This design comes from an exercise in tuning for a short achievable clock period and few clock cycles per item on the open sky130 flow, not from production work.
Where RTL was checked, it was by simulation tests only, not by an equivalence proof against the original.
No driver is modelled on the clock port, so clock power and skew are understated where the tree is cut down; a real chip needs a root buffer or a tree.

Setup of before:
==> flow/design.v <==
module hesch_ucode (
    input  wire [7:0] b,
    output wire [6:0] alu,
    output wire [3:0] sl,
    output wire [3:0] sr,
    output wire       wr
);
    wire [3:0] op = b[3:0];
    assign alu[0] = op[2:0] == 3'd0;
    assign alu[1] = op[2:0] == 3'd1;
    assign alu[2] = op[2:0] == 3'd2;
    assign alu[3] = op[2:0] == 3'd3;
    assign alu[4] = op[2:0] == 3'd4;
    assign alu[5] = op[2:0] == 3'd6;
    assign alu[6] = op[2:0] == 3'd7;
    assign sl = 4'b0001 << b[7:6];
    assign sr = 4'b0001 << b[5:4];
    assign wr = !op[3] && op != 4'd5;
endmodule
module hesch_alu (
    input  wire [6:0] op,
    input  wire [7:0] l,
    input  wire [7:0] r,
    output wire [7:0] y
);
    wire [7:0] sum, dif;
    hesch_alu_add u_add (.a(l), .b(r),  .cin(1'b0), .s(sum));
    hesch_alu_add u_sub (.a(l), .b(~r), .cin(1'b1), .s(dif));
    assign y = ({8{op[0]}} & sum)
             | ({8{op[1]}} & dif)
             | ({8{op[2]}} & (l & r))
             | ({8{op[3]}} & (l | r))
             | ({8{op[4]}} & (l ^ r))
             | ({8{op[5]}} & {l[6:0], 1'b0})
             | ({8{op[6]}} & {1'b0, l[7:1]});
endmodule
module hesch_alu_add (
    input  wire [7:0] a,
    input  wire [7:0] b,
    input  wire       cin,
    output wire [7:0] s
);
    wire [7:0] p0 = a ^ b;
    wire [7:0] g0 = a & b;
    wire [7:0] g1, p1, g2, p2, g3, p3;
    assign g1[0] = g0[0] | (p0[0] & cin);
    assign p1[0] = 1'b0;
    genvar i;
    generate
        for (i = 1; i < 8; i = i + 1) begin : l1
            assign g1[i] = g0[i] | (p0[i] & (i == 1 ? (g0[0] | (p0[0] & cin)) : g0[i-1]));
            assign p1[i] = (i == 1) ? 1'b0 : (p0[i] & p0[i-1]);
        end
        for (i = 0; i < 8; i = i + 1) begin : l2
            if (i < 2) begin : lo
                assign g2[i] = g1[i];
                assign p2[i] = 1'b0;
            end else begin : hi
                assign g2[i] = g1[i] | (p1[i] & g1[i-2]);
                assign p2[i] = p1[i] & p1[i-2];
            end
        end
        for (i = 0; i < 8; i = i + 1) begin : l3
            if (i < 4) begin : lo
                assign g3[i] = g2[i];
                assign p3[i] = 1'b0;
            end else begin : hi
                assign g3[i] = g2[i] | (p2[i] & g2[i-4]);
                assign p3[i] = p2[i] & p2[i-4];
            end
        end
    endgenerate
    assign s = p0 ^ {g3[6:0], cin};
endmodule
module hesch_cpu (
    input  wire       clk,
    input  wire       rst,
    output wire [7:0] mem_addr,
    input  wire [7:0] mem_rdata,
    output wire       mem_we,
    output wire [7:0] mem_wdata,
    output wire       out_valid,
    output wire [7:0] out_data,
    output wire       halted,
    output wire       fault
);
    reg  [7:0] addr;
    reg  [7:0] ma_q;       
    reg  [7:0] ir;
    reg        k_opc, k_movo, k_jmpo;
    reg  [6:0] d_alu;
    reg  [3:0] d_sl, d_sr;
    reg        d_wr;
    reg        wr_q;
    reg        aw_q;       
    reg        ks_opc, ks_movo, ks_jmpo;
    reg        halted_q;
    reg        run_q;      
    reg        fault_q;
    reg  [7:0] ra, rb, rc, rd;
    reg  [7:0] bank;
    reg        we_q;
    reg        ov_q;
    reg  [7:0] data_q;
    wire [7:0] b = mem_rdata;
    reg  [7:0] next_addr;
    wire [3:0] op     = ir[3:0];
    wire       i_mov  = op == 4'd8;
    wire       i_jmp  = op == 4'd9;
    wire       i_stop = op[3] && op[2] && (op[1] || op[0]);
    wire       e_stop = k_opc && i_stop;
    wire [3:0] dst    = ir[7:4];
    wire       m_pc   = k_movo && dst == 4'd4;
    wire       m_mem  = k_movo && dst == 4'd5 && ir[2:0] != 3'd5;
    wire       m_out  = k_movo && dst == 4'd9;
    wire       m_bank = k_movo && dst == 4'd7;
    wire [3:0] m_reg  = k_movo ? ((5'b00001 << dst) & 5'b01111) : 4'b0000;
    wire [3:0] a_reg  = (k_opc && d_wr) ? d_sl : 4'b0000;
    wire f_movo = k_opc && i_mov;
    wire f_jmpo = k_opc && i_jmp;
    wire f_opc  = !(f_movo || f_jmpo || e_stop || m_pc);
    wire n_opc  = run_q && !wr_q && (aw_q ? ks_opc  : f_opc);
    wire n_movo = run_q && !wr_q && (aw_q ? ks_movo : f_movo);
    wire n_jmpo = run_q && !wr_q && (aw_q ? ks_jmpo : f_jmpo);
    always @(*) begin
        if (n_jmpo)
            next_addr = b;
        else if (m_pc)
            next_addr = src;
        else if (m_mem)
            next_addr = addr - 8'd1;    
        else if (wr_q)
            next_addr = addr + 8'd2;    
        else
            next_addr = addr + 8'd1;
    end
    reg [7:0] src;
    always @(*) begin
        case (ir[2:0])
            3'd0:    src = ra;
            3'd1:    src = rb;
            3'd2:    src = rc;
            3'd3:    src = rd;
            3'd4:    src = addr;
            3'd5:    src = ir;
            3'd6:    src = ra;
            default: src = bank;
        endcase
    end
    wire [7:0] op_l = ({8{d_sl[0]}} & ra) | ({8{d_sl[1]}} & rb) |
                      ({8{d_sl[2]}} & rc) | ({8{d_sl[3]}} & rd);
    wire [7:0] op_r = ({8{d_sr[0]}} & ra) | ({8{d_sr[1]}} & rb) |
                      ({8{d_sr[2]}} & rc) | ({8{d_sr[3]}} & rd);
    wire [7:0] alu_y;
    hesch_alu u_alu (
        .op (d_alu),
        .l  (op_l),
        .r  (op_r),
        .y  (alu_y)
    );
    wire [6:0] b_alu;
    wire [3:0] b_sl, b_sr;
    wire       b_wr;
    hesch_ucode u_dec (
        .b   (b),
        .alu (b_alu),
        .sl  (b_sl),
        .sr  (b_sr),
        .wr  (b_wr)
    );
    assign mem_addr  = ma_q;
    assign mem_we    = we_q;
    assign mem_wdata = data_q;
    assign out_valid = ov_q;
    assign out_data  = data_q;
    assign halted    = halted_q;
    assign fault     = fault_q;
    always @(posedge clk) begin
        ir     <= b;
        d_alu  <= b_alu;
        d_sl   <= b_sl;
        d_sr   <= b_sr;
        d_wr   <= b_wr;
        data_q <= src;
        if (wr_q) begin
            ks_opc  <= f_opc && run_q;
            ks_movo <= f_movo && run_q;
            ks_jmpo <= f_jmpo && run_q;
        end
    end
    always @(posedge clk) begin
        if (rst) begin
            addr     <= 8'h00;
            ma_q     <= 8'h00;
            k_opc    <= 1'b0;
            k_movo   <= 1'b0;
            k_jmpo   <= 1'b0;
            wr_q     <= 1'b0;
            aw_q     <= 1'b0;
            halted_q <= 1'b0;
            run_q    <= 1'b1;
            fault_q  <= 1'b0;
            ra       <= 8'h00;
            rb       <= 8'h00;
            rc       <= 8'h00;
            rd       <= 8'h00;
            bank     <= 8'h00;
            we_q     <= 1'b0;
            ov_q     <= 1'b0;
        end else begin
            k_opc  <= n_opc;
            k_movo <= n_movo;
            k_jmpo <= n_jmpo;
            wr_q   <= m_mem && run_q;
            aw_q   <= wr_q;
            we_q   <= m_mem;
            ov_q   <= m_out;
            if (e_stop) begin
                halted_q <= 1'b1;
                run_q    <= 1'b0;
                fault_q  <= op[1];
            end
            if (a_reg[0]) ra <= alu_y; else if (m_reg[0]) ra <= src;
            if (a_reg[1]) rb <= alu_y; else if (m_reg[1]) rb <= src;
            if (a_reg[2]) rc <= alu_y; else if (m_reg[2]) rc <= src;
            if (a_reg[3]) rd <= alu_y; else if (m_reg[3]) rd <= src;
            if (m_bank) bank <= src;
            ma_q <= next_addr;
            if (run_q)
                addr <= next_addr;
        end
    end
endmodule
==> flow/config.mk <==
export PLATFORM = sky130hd
export DESIGN_NAME = hesch_cpu
export DESIGN_NICKNAME = hesch_cpu
export VERILOG_FILES = /design/flow/design.v
export SDC_FILE = /design/flow/constraint.sdc
export NUM_CORES = 4
export LEC_CHECK = 0
export CAP_MARGIN = 20
export CORE_MARGIN = 2
export CORE_UTILIZATION = 40
export PLACE_DENSITY = 0.6
export SLEW_MARGIN = 20
==> flow/constraint.sdc <==
create_clock -name core_clock -period 10.0 [get_ports {clk}]
set_input_delay 2.0000 -clock core_clock [delete_from_list [all_inputs] [get_ports {clk}]]
set_output_delay 2.0000 -clock core_clock [all_outputs]
set_load 0.01 [all_outputs]
standard.sh (not shown) runs the stock make flow with config.mk's settings and CLKGATE_MAP_FILE= SYNTH_SCRIPT=/design/flow/synth_recipe.tcl, a recipe that flattens the netlist after the stock synthesis.
==> flow/flow/run.sh <==
#!/bin/bash
# The standard layout, with two changes to how it is made:
#  - repair_timing is asked for extra setup margin, so that it keeps
#    improving paths well past what the 10 ns clock needs;
#  - after clock-tree synthesis, the tree is rebuilt as one level of four
#    equal clkbuf_16 buffers, each driving the registers of one quarter of
#    the core (flow/post_cts.tcl), and timing is repaired again.
set -euo pipefail
MARGIN=$(cat flow/margin.txt)
bash standard.sh finish SETUP_SLACK_MARGIN=$MARGIN POST_CTS_TCL=$PWD/flow/post_cts.tcl > flow_make.log 2>&1
Other scripts of this flow, unchanged in this note and not shown: flow/flow/margin.txt, flow/flow/post_cts.tcl
What after does differently from before at the input level:
diff --git a/flow/design.v b/flow/design.v
--- a/flow/design.v
+++ b/flow/design.v
@@ -82,31 +82,29 @@
     output wire       out_valid,
     output wire [7:0] out_data,
     output wire       halted,
     output wire       fault
 );
     reg  [7:0] addr;
-    reg  [7:0] ma_q;       
     reg  [7:0] ir;
     reg        k_opc, k_movo, k_jmpo;
     reg  [6:0] d_alu;
     reg  [3:0] d_sl, d_sr;
     reg        d_wr;
     reg        wr_q;
     reg        aw_q;       
     reg        ks_opc, ks_movo, ks_jmpo;
     reg        halted_q;
-    reg        run_q;      
     reg        fault_q;
     reg  [7:0] ra, rb, rc, rd;
     reg  [7:0] bank;
     reg        we_q;
     reg        ov_q;
     reg  [7:0] data_q;
     wire [7:0] b = mem_rdata;
-    reg  [7:0] next_addr;
+    wire [7:0] addr_inc = addr + 8'd1;
     wire [3:0] op     = ir[3:0];
     wire       i_mov  = op == 4'd8;
     wire       i_jmp  = op == 4'd9;
     wire       i_stop = op[3] && op[2] && (op[1] || op[0]);
     wire       e_stop = k_opc && i_stop;
     wire [3:0] dst    = ir[7:4];
@@ -116,27 +114,15 @@
     wire       m_bank = k_movo && dst == 4'd7;
     wire [3:0] m_reg  = k_movo ? ((5'b00001 << dst) & 5'b01111) : 4'b0000;
     wire [3:0] a_reg  = (k_opc && d_wr) ? d_sl : 4'b0000;
     wire f_movo = k_opc && i_mov;
     wire f_jmpo = k_opc && i_jmp;
     wire f_opc  = !(f_movo || f_jmpo || e_stop || m_pc);
-    wire n_opc  = run_q && !wr_q && (aw_q ? ks_opc  : f_opc);
-    wire n_movo = run_q && !wr_q && (aw_q ? ks_movo : f_movo);
-    wire n_jmpo = run_q && !wr_q && (aw_q ? ks_jmpo : f_jmpo);
-    always @(*) begin
-        if (n_jmpo)
-            next_addr = b;
-        else if (m_pc)
-            next_addr = src;
-        else if (m_mem)
-            next_addr = addr - 8'd1;    
-        else if (wr_q)
-            next_addr = addr + 8'd2;    
-        else
-            next_addr = addr + 8'd1;
-    end
+    wire n_opc  = !halted_q && !wr_q && (aw_q ? ks_opc  : f_opc);
+    wire n_movo = !halted_q && !wr_q && (aw_q ? ks_movo : f_movo);
+    wire n_jmpo = !halted_q && !wr_q && (aw_q ? ks_jmpo : f_jmpo);
     reg [7:0] src;
     always @(*) begin
         case (ir[2:0])
             3'd0:    src = ra;
             3'd1:    src = rb;
             3'd2:    src = rc;
@@ -165,13 +151,13 @@
         .b   (b),
         .alu (b_alu),
         .sl  (b_sl),
         .sr  (b_sr),
         .wr  (b_wr)
     );
-    assign mem_addr  = ma_q;
+    assign mem_addr  = addr;
     assign mem_we    = we_q;
     assign mem_wdata = data_q;
     assign out_valid = ov_q;
     assign out_data  = data_q;
     assign halted    = halted_q;
     assign fault     = fault_q;
@@ -180,54 +166,58 @@
         d_alu  <= b_alu;
         d_sl   <= b_sl;
         d_sr   <= b_sr;
         d_wr   <= b_wr;
         data_q <= src;
         if (wr_q) begin
-            ks_opc  <= f_opc && run_q;
-            ks_movo <= f_movo && run_q;
-            ks_jmpo <= f_jmpo && run_q;
+            ks_opc  <= f_opc && !halted_q;
+            ks_movo <= f_movo && !halted_q;
+            ks_jmpo <= f_jmpo && !halted_q;
         end
     end
     always @(posedge clk) begin
         if (rst) begin
             addr     <= 8'h00;
-            ma_q     <= 8'h00;
             k_opc    <= 1'b0;
             k_movo   <= 1'b0;
             k_jmpo   <= 1'b0;
             wr_q     <= 1'b0;
             aw_q     <= 1'b0;
             halted_q <= 1'b0;
-            run_q    <= 1'b1;
             fault_q  <= 1'b0;
             ra       <= 8'h00;
             rb       <= 8'h00;
             rc       <= 8'h00;
             rd       <= 8'h00;
             bank     <= 8'h00;
             we_q     <= 1'b0;
             ov_q     <= 1'b0;
         end else begin
             k_opc  <= n_opc;
             k_movo <= n_movo;
             k_jmpo <= n_jmpo;
-            wr_q   <= m_mem && run_q;
+            wr_q   <= m_mem;
             aw_q   <= wr_q;
             we_q   <= m_mem;
             ov_q   <= m_out;
             if (e_stop) begin
                 halted_q <= 1'b1;
-                run_q    <= 1'b0;
                 fault_q  <= op[1];
             end
             if (a_reg[0]) ra <= alu_y; else if (m_reg[0]) ra <= src;
             if (a_reg[1]) rb <= alu_y; else if (m_reg[1]) rb <= src;
             if (a_reg[2]) rc <= alu_y; else if (m_reg[2]) rc <= src;
             if (a_reg[3]) rd <= alu_y; else if (m_reg[3]) rd <= src;
             if (m_bank) bank <= src;
-            ma_q <= next_addr;
-            if (run_q)
-                addr <= next_addr;
+            if (n_jmpo)
+                addr <= b;
+            else if (m_pc)
+                addr <= src;
+            else if (m_mem)
+                addr <= addr - 8'd1;    
+            else if (wr_q)
+                addr <= addr + 8'd2;    
+            else
+                addr <= addr_inc;
         end
     end
 endmodule
Between after and before, it is after whose number of flip-flops and latches is lower, by about 10%.
Detailed route, after vs before: via total lower for after
Of the two values seen for end point of the critical path, addr[3] was produced by before and mem_addr[7] by after.
| clock period minus final worst setup slack | after vs before | 20 ps lower |
Summary of after over before: cell area lower; number of multi-input combinational cells in the layout fell 15.
[after] setup slack of the worst register-to-register path rose 80 ps relative to before
Compared to before, after has worst-case headroom to the max-slew limit 1.2 points lower.
Going from before to after, the register share of the cell area was found to have gone up by 0.21 points.
Total nets after synthesis ended up 3.2% lower on after than on before.
Sequential share of the synthesized area: higher on before
Testbench counts of after, summed over its fixed seeds: cycles 14,206, instructions 9,586.
Only the layout flow was run in before; the RTL was not checked for function there. In before the design's own scripts or RTL, not TritonCTS, make the clock network.

[separate check: timing with driven ports]
Ports are ideal in the flow. The routed layouts listed here were re-timed in OpenROAD. Step 1 assumes that a clkbuf_16 drives the clock port and a buf_2 every other input. Step 2 times the ports against the registers' clock, not the clock port: input delays grow and output delays shrink by t, the midpoint of the rising clock arrivals with the driver on. Three values: ideal ports, drivers, drivers and shift; two values: the first two.
| run | t, ns | setup WS [ns] | slew at the worst register clock pin (ns) |
|---|---|---|---|
| before | 0.252 | 7.323 / 7.275 / 7.104 | 0.12 / 0.12 |
| after | 0.246 | 7.343 / 7.258 / 7.353 | 0.11 / 0.11 |
After both steps setup and hold are still met in every run listed. For before, which loses most, drivers alone change the setup slack by -0.048 ns; drivers and shift together by -0.219 ns.
